This design comes from an exercise in tuning for small area, a short achievable clock period and few clock cycles per item on the open sky130 flow, not from production work.
In this exercise RTL edits were held to simulation tests only and were not proved equivalent to the original.
Power and IR drop assume default switching activity.

==> flow/design.v (excerpt) <==
module ws_arith (
    input  wire        clk,
    input  wire        rst,
    input  wire        in_valid,
    output wire        in_ready,
    input  wire [1:0]  in_op,
    input  wire        in_w8,
    input  wire [31:0] in_a,
    input  wire [31:0] in_b,
    output wire        out_valid,
    input  wire        out_ready,
    output wire [31:0] out_data
);
For scale: about 2000 cells after synthesis, ~110 I/O pins, about 0.015 mm² of cells after synthesis.
clock: 17.0 ns
lec_check: 0
abc_area: 1
cap_margin: 20
core_margin: 2
core_utilization: 55
slew_margin: 50
run.sh (not shown) runs the stock make flow with config.mk's settings and CLKGATE_MAP_FILE= SYNTH_SCRIPT=/design/flow/synth_recipe.tcl, a recipe that flattens the netlist after the stock synthesis.
Testbench counts at the start, summed over its fixed seeds: cycles 21,243, items 3,936.
Edit:
- CAP_MARGIN: 20 -> 40
- SLEW_MARGIN: 50 -> 70
What happened: Power grows by 1.1%; clock skew stays flat; final area went up by 1.4%; global-route usage stays flat; worst hold slack loses 0.0035 ns; sequential cell count does not change.


run 1:
ws_arith again, from the RTL that the note above started with.
make LEC_CHECK=0 ABC_AREA=1 CAP_MARGIN=20 CORE_MARGIN=2 CORE_UTILIZATION=60 SLEW_MARGIN=65 finish   # period 17.0 ns
Having completed the whole flow, run 1 delivered a layout that passed the timing, DRC and antenna checks.
Testbench counts of run 1, summed over its fixed seeds: cycles 21,243, items 3,936.
Here is what was changed in the inputs of run 2 compared with run 1.
- SLEW_MARGIN changed from 65 to 70
Findings:
- From run 1 to run 2 the numbers moved as follows: power of the sequential group ~0 delta; wire length of the first global-routing pass +750 µm.
- Relative to run 1, the end-of-flow core utilization of run 2 is higher by 0.55 points.
- Run 2 has completed all stages; timing, DRC and antenna checks passed.
- Going from run 1 to run 2, setup slack grows by 50 ps.
- Going from run 1 to run 2, the portion of the clock cycle consumed by the worst path in the final layout was found to have gone down by 0.30 points.
- Run 1 → run 2: met1 track demand over resource up 0.82 points, part of the power in combinational logic went up, non-clock buffer count now sits higher.
- From run 1 to run 2 the numbers moved as follows: via count of the first global-routing pass ~0 delta; depth of the critical timing path with buffers and inverters included saw a decrease.
Here is what was changed in the inputs of run 3 compared with run 2.
- changing SLEW_MARGIN from 70 to 60
- removing ABC_AREA (formerly 1)
- changing CORE_UTILIZATION from 60 to 55
==> notes.md <==
- Wire length of the first global-routing pass on run 3 is down relative to run 2.
- Depth of the critical timing path with buffers and inverters included: run 3 vs run 2 up 9
- Where clock skew is concerned, run 2 is outperformed by run 3.
- Between run 3 and run 2, it is run 3 whose utilization is lower, by 6.5 points.
- Per the comparison of run 3 with run 2, total power increased 85 µW; ratio of cells with drive above 1 in the final layout decreased 2.2 points; global-route usage decreased 2.8 points.
### run 3 -> run 4
- setting ABC_AREA to 1 for the first time
### Flow results
- For run 3, the combinational family with the most area after synthesis was compound AO/OA/AOI/OAI gates, unlike run 4, where it was simple AND/OR/NAND/NOR gates.
- Per the final summary, run 4 finished and its layout is clean on timing, DRC and antenna.
- Against run 3, met3 routed wirelength in run 4 rose by a few percent.
- [run 4 vs run 3] total power: lower in run 4
- Kind of critical path: flip-flop to flip-flop -> run 3, input port to flip-flop -> run 4
- Half-perimeter wire length after detailed placement: run 4 vs run 3 up 3.1%
Relative to run 4, the following input files were edited for run 5:
- changing SLEW_MARGIN from 60 to 70
On run 5: clock-buffer cell count is 1 higher than what run 4 gave.
The run showing the greater minimum setup slack in the final design is run 5.
Between run 5 and run 4, the post-detailed-routing wire length does not differ in any meaningful way.
NOTE power density relative to cell area run 4->run 5 decreased slightly
Run 5 -> run 4: instance count of the mapped netlist delta 0, exact match
I/O pin count: run 5 vs run 4 identical
Run 4 ended up with input port to flip-flop as its type of the setup path with the least slack; run 5 ended up with flip-flop to output port.


Setup of run C:
The RTL this note starts from:
==> flow/design.v <==
module ws_arith (
    input  wire        clk,
    input  wire        rst,
    input  wire        in_valid,
    output wire        in_ready,
    input  wire [1:0]  in_op,
    input  wire        in_w8,
    input  wire [31:0] in_a,
    input  wire [31:0] in_b,
    output wire        out_valid,
    input  wire        out_ready,
    output wire [31:0] out_data
);
    localparam OP_SCALE = 2'd0;
    localparam OP_ENC   = 2'd1;
    localparam OP_DEC   = 2'd2;
    localparam [31:0] QNAN   = 32'h7FC00000;
    localparam [31:0] F32767 = 32'h46FFFE00;   
    localparam [31:0] F127   = 32'h42FE0000;   
    localparam U_IDLE = 3'd0;
    localparam U_PRE  = 3'd1;    
    localparam U_IT   = 3'd2;    
    localparam U_RND  = 3'd3;    
    localparam U_CHK  = 3'd4;    
    localparam U_IMM  = 3'd5;    
    localparam K_ZERO = 2'd0;
    localparam K_INF  = 2'd1;
    localparam K_NAN  = 2'd2;
    reg        bv;
    reg [1:0]  b_op;
    reg        b_w8;
    reg [31:0] b_a;
    reg [31:0] b_b;
    assign in_ready = !bv;
    reg [2:0]  us;
    reg [1:0]  u_op;
    reg        u_w8;
    reg        u_sgn;
    reg [1:0]  u_kind;
    reg [24:0] R;        
    reg [23:0] D;        
    reg [24:0] Q;        
    reg signed [9:0] W;  
    reg        lead;     
    reg        spec;     
    reg [4:0]  cnt;      
    reg        neg;      
    reg        seen;     
    reg        g1, g2, st;   
    reg        ov;
    reg [31:0] od;
    assign out_valid = ov;
    assign out_data  = od;
    wire [31:0] lx = b_a;
    wire [31:0] ly = (b_op == OP_SCALE) ? (b_w8 ? F127 : F32767) : b_b;
    wire [7:0]  lxe = lx[30:23];
    wire [7:0]  lye = ly[30:23];
    wire lx_nan  = (lxe == 8'hFF) && (lx[22:0] != 23'd0);
    wire ly_nan  = (lye == 8'hFF) && (ly[22:0] != 23'd0);
    wire lx_inf  = (lx[30:0] == 31'h7F800000);
    wire ly_inf  = (ly[30:0] == 31'h7F800000);
    wire lx_zero = (lx[30:0] == 31'd0);
    wire ly_zero = (ly[30:0] == 31'd0);
    wire [15:0] lk = b_w8 ? {{8{b_a[7]}}, b_a[7:0]} : b_a[15:0];
    wire lk_zero = (lk == 16'd0);
    wire l_div  = !b_op[1];
    wire l_dec  = (b_op == OP_DEC);
    wire [7:0] lxe1 = (lxe == 8'd0) ? 8'd1 : lxe;
    wire [7:0] lye1 = (lye == 8'd0) ? 8'd1 : lye;
    wire signed [9:0] lw_div = $signed({2'b00, lxe1}) - $signed({2'b00, lye1}) + 10'sd127;
    reg       l_imm;
    reg [1:0] l_kind;
    reg       l_sgn;
    always @* begin
        l_imm  = 1'b0;
        l_kind = K_ZERO;
        l_sgn  = l_dec ? (lk[15] ^ ly[31]) : (lx[31] ^ ly[31]);
        if (b_op == 2'd3) begin
            l_imm = 1'b1; l_kind = K_ZERO; l_sgn = 1'b0;
        end else if (l_dec) begin
            if (ly_nan || (ly_inf && lk_zero)) begin
                l_imm = 1'b1; l_kind = K_NAN;
            end else if (ly_inf) begin
                l_imm = 1'b1; l_kind = K_INF;
            end else if (lk_zero || ly_zero) begin
                l_imm = 1'b1; l_kind = K_ZERO;
            end
        end else begin
            if (lx_nan || ly_nan || (lx_inf && ly_inf) || (lx_zero && ly_zero)) begin
                l_imm = 1'b1; l_kind = K_NAN;
            end else if (lx_inf || ly_zero) begin
                l_imm = 1'b1; l_kind = K_INF;
            end else if (lx_zero || ly_inf) begin
                l_imm = 1'b1; l_kind = K_ZERO;
            end
        end
        if (l_imm && l_kind == K_ZERO && b_op[0]) l_sgn = 1'b0;    
    end
    wire u_div = !u_op[1];
    wire u_enc = (u_op == OP_ENC);
    wire kb    = Q[0] ^ (neg & seen);
    wire [23:0] addend = u_div ? ~D : (kb ? D : 24'd0);
    wire [25:0] sum    = {1'b0, R} + {1'b0, u_div, addend} + {25'd0, u_div};
    wire        qb     = sum[25];                        
    wire [24:0] rsel   = (u_div && !qb) ? R : sum[24:0];
    wire [24:0] r_div  = {rsel[23:0], 1'b0};
    wire [24:0] r_mul  = {1'b0, sum[24:1]};
    wire [9:0]  w_dn   = W - 10'sd1;
    wire [9:0]  w_up   = W + 10'sd1;
    wire w_ge143 = (W >= 10'sd143);
    wire w_ge127 = (W >= 10'sd127);
    wire w_eq126 = (W == 10'sd126);
    wire w_le124 = (W <= 10'sd124);
    reg  e_fin, e_inc, e_sat, e_chk;
    always @* begin
        e_fin = 1'b0; e_inc = 1'b0; e_sat = 1'b0; e_chk = 1'b0;
        if (w_ge143) begin
            if (qb) begin e_fin = 1'b1; e_sat = 1'b1; end
        end else if (w_ge127) begin
        end else if (w_eq126) begin
            if (qb) begin e_fin = 1'b1; e_inc = 1'b1; end
        end else if (!lead) begin
            if (w_le124 || !qb) e_fin = 1'b1;            
        end else if (spec) begin
            if (cnt == 5'd2) begin
                if (qb) begin e_fin = 1'b1; e_inc = 1'b1; end
            end else if (cnt == 5'd1) begin
                if (qb) e_chk = 1'b1; else e_fin = 1'b1;
            end else begin
                if (!qb) e_fin = 1'b1;
            end
        end else begin
            if (!qb) e_fin = 1'b1;
            else if (cnt == 5'd1) begin e_fin = 1'b1; e_inc = 1'b1; end
        end
    end
    wire s_done = Q[23] || (W == -10'sd23);
    wire k_done = neg ? ((&Q[15:1]) && (seen || Q[0])) : !(|Q[15:1]);
    wire m_fin  = k_done && !W[9];       
    wire it_fin = u_enc ? e_fin : (u_op == OP_DEC) ? m_fin : 1'b0;
    wire [23:0] acc = r_mul[23:0];
    wire        g1n = sum[0];
    wire        stn = st | g2;
    reg  signed [9:0] f_e;
    reg  [22:0] f_m;
    reg         f_g, f_s;
    always @* begin
        if (us == U_RND) begin
            f_e = Q[24] ? (W + 10'sd25) : 10'sd0;
            f_m = Q[23:1];
            f_g = Q[0];
            f_s = |R;
        end else if (acc[23]) begin
            f_e = w_up;
            f_m = acc[22:0];
            f_g = g1n;
            f_s = g1 | stn;
        end else if (W >= 10'sd1) begin
            f_e = W;
            f_m = {acc[21:0], g1n};
            f_g = g1;
            f_s = stn;
        end else begin
            f_e = 10'sd0;
            f_m = acc[22:0];
            f_g = g1n;
            f_s = g1 | stn;
        end
    end
    wire        f_rup = f_g & (f_s | f_m[0]);
    wire        f_ovf = !f_e[9] && (f_e[8] || (&f_e[7:0]));
    wire [30:0] f_mag = f_ovf ? 31'h7F800000 : ({f_e[7:0], f_m} + {30'd0, f_rup});
    wire [31:0] f_res = {u_sgn, f_mag};
    wire        c_inc = (us == U_CHK) ? (|R) : e_inc;
    wire        c_sat = (us == U_IMM) ? 1'b1 : e_sat;
    wire [16:0] c_n   = {1'b0, Q[15:0]} + {16'd0, c_inc};
    wire        c_big = c_sat || (u_w8 ? (|c_n[16:7]) : (|c_n[16:15]));
    wire [15:0] c_m   = c_big ? (u_w8 ? 16'd127 : 16'd32767) : c_n[15:0];
    wire [31:0] c_res = u_sgn ? (32'd0 - {16'd0, c_m}) : {16'd0, c_m};
    reg [31:0] res;
    always @* begin
        if (us == U_IMM) begin
            case (u_kind)
                K_NAN:   res = u_enc ? 32'd0 : QNAN;
                K_INF:   res = u_enc ? c_res : {u_sgn, 31'h7F800000};
                default: res = {u_sgn, 31'd0};
            endcase
        end else if (u_enc || us == U_CHK) begin
            res = c_res;
        end else begin
            res = f_res;
        end
    end
    wire fin  = ((us == U_IT) && it_fin) || (us == U_RND) || (us == U_CHK) || (us == U_IMM);
    wire done = fin && (!ov || out_ready);
    wire load = bv && ((us == U_IDLE) || done);
    always @(posedge clk) begin
        if (in_ready) begin
            b_op <= in_op;
            b_w8 <= in_w8;
            b_a  <= in_a;
            b_b  <= in_b;
        end
        if (rst)
            bv <= 1'b0;
        else if (in_ready)
            bv <= in_valid;
        else if (load)
            bv <= 1'b0;
    end
    always @(posedge clk) begin
        if (rst)
            ov <= 1'b0;
        else if (done)
            ov <= 1'b1;
        else if (out_ready)
            ov <= 1'b0;
        if (done)
            od <= res;
    end
    always @(posedge clk) begin
        if (rst) begin
            us <= U_IDLE;
        end else if (load) begin
            u_op   <= b_op;
            u_w8   <= b_w8;
            u_sgn  <= l_sgn;
            u_kind <= l_kind;
            R      <= l_div ? {1'b0, (lxe != 8'd0), lx[22:0]} : 25'd0;
            D      <= {(lye != 8'd0), ly[22:0]};
            Q      <= l_div ? 25'd0 : {9'd0, lk};
            W      <= l_div ? lw_div : $signed({2'b00, lye1});
            lead   <= 1'b0;
            spec   <= 1'b0;
            neg    <= lk[15];
            seen   <= 1'b0;
            g1     <= 1'b0;
            g2     <= 1'b0;
            st     <= 1'b0;
            us     <= l_imm ? U_IMM : (lye == 8'd0) ? U_PRE : U_IT;
        end else if (done) begin
            us <= U_IDLE;
        end else begin
            case (us)
                U_PRE: begin
                    D <= {D[22:0], 1'b0};
                    W <= u_div ? w_up : w_dn;
                    if (D[22]) us <= U_IT;
                end
                U_IT: begin
                    if (!fin) begin
                        if (u_div) begin
                            R <= r_div;
                            W <= w_dn;
                            if (!u_enc || w_ge127) Q <= {Q[23:0], qb};
                            if (u_enc) begin
                                lead <= lead | qb;
                                cnt  <= (!lead && qb) ? 5'd24 : cnt - 5'd1;
                                if (!lead && qb && (W == 10'sd125)) spec <= 1'b1;
                                if (e_chk) us <= U_CHK;
                            end else if (s_done) begin
                                us <= U_RND;
                            end
                        end else begin
                            R    <= r_mul;
                            W    <= w_up;
                            Q    <= {Q[24:16], Q[15], Q[15:1]};
                            seen <= seen | Q[0];
                            g1   <= g1n;
                            g2   <= g1;
                            st   <= stn;
                        end
                    end
                end
                default: ;
            endcase
        end
    end
endmodule
export LEC_CHECK = 0
export CAP_MARGIN = 20
export CORE_MARGIN = 2
export CORE_UTILIZATION = 30
export SLEW_MARGIN = 20
create_clock -name core_clock -period 17.0 [get_ports {clk}]
In summary, run C completed successfully, with a layout that passed the timing, DRC and antenna checks.
Testbench counts of run C, summed over its fixed seeds: cycles 20,617, items 3,936.
diff inputs: run C => run F
- an added ABC_AREA of 1
Layout overhead on the synthesized area for run F: 0.38 points down relative to run C
Worst hold path cell count (higher): run C
Comparing run C and run F, the higher number of instances in the synthesized netlist was measured on run F.
Summary: with run C as the reference, CTS buffer count in run F moved up by more than 10%.

## afterwards: timing with drivers on the ports
In the flow no input, the clock included, has a driving cell. The finished layouts below were timed again as built, in two steps. Step 1, drivers: a clkbuf_16 drives clk and a buf_2 each remaining input, both assumed. Step 2 moves the port delays by t, midway between the first and last clock arrival at a register: inputs arrive t later, outputs are due t later. That takes back most of the time a late clock gives input paths. Three values: ideal, step 1, step 2; two values: the first two.
run | t, ns | setup WS [ns] | cell pins on the clock port's net
the first run of note 1 | 0.495 | 10.907 / 10.935 / 10.439 | 1
the second run of note 1 | 0.493 | 11.974 / 11.920 / 11.538 | 1
run 1 | 0.496 | 11.930 / 11.961 / 11.465 | 1
run 2 | 0.497 | 11.981 / 11.963 / 11.515 | 1
run 3 | 0.494 | 11.115 / 11.115 / 11.115 | 1
run 4 | 0.490 | 11.906 / 11.933 / 11.442 | 1
run 5 | 0.493 | 11.974 / 11.920 / 11.538 | 1
run C | 0.605 | 7.581 / 7.581 / 7.581 | 1
run F | 0.627 | 10.224 / 10.224 / 10.092 | 1
After both steps every run listed still meets setup and hold. For the first run of note 1, which loses most, drivers alone change the setup slack by +0.028 ns; drivers and shift together by -0.468 ns.
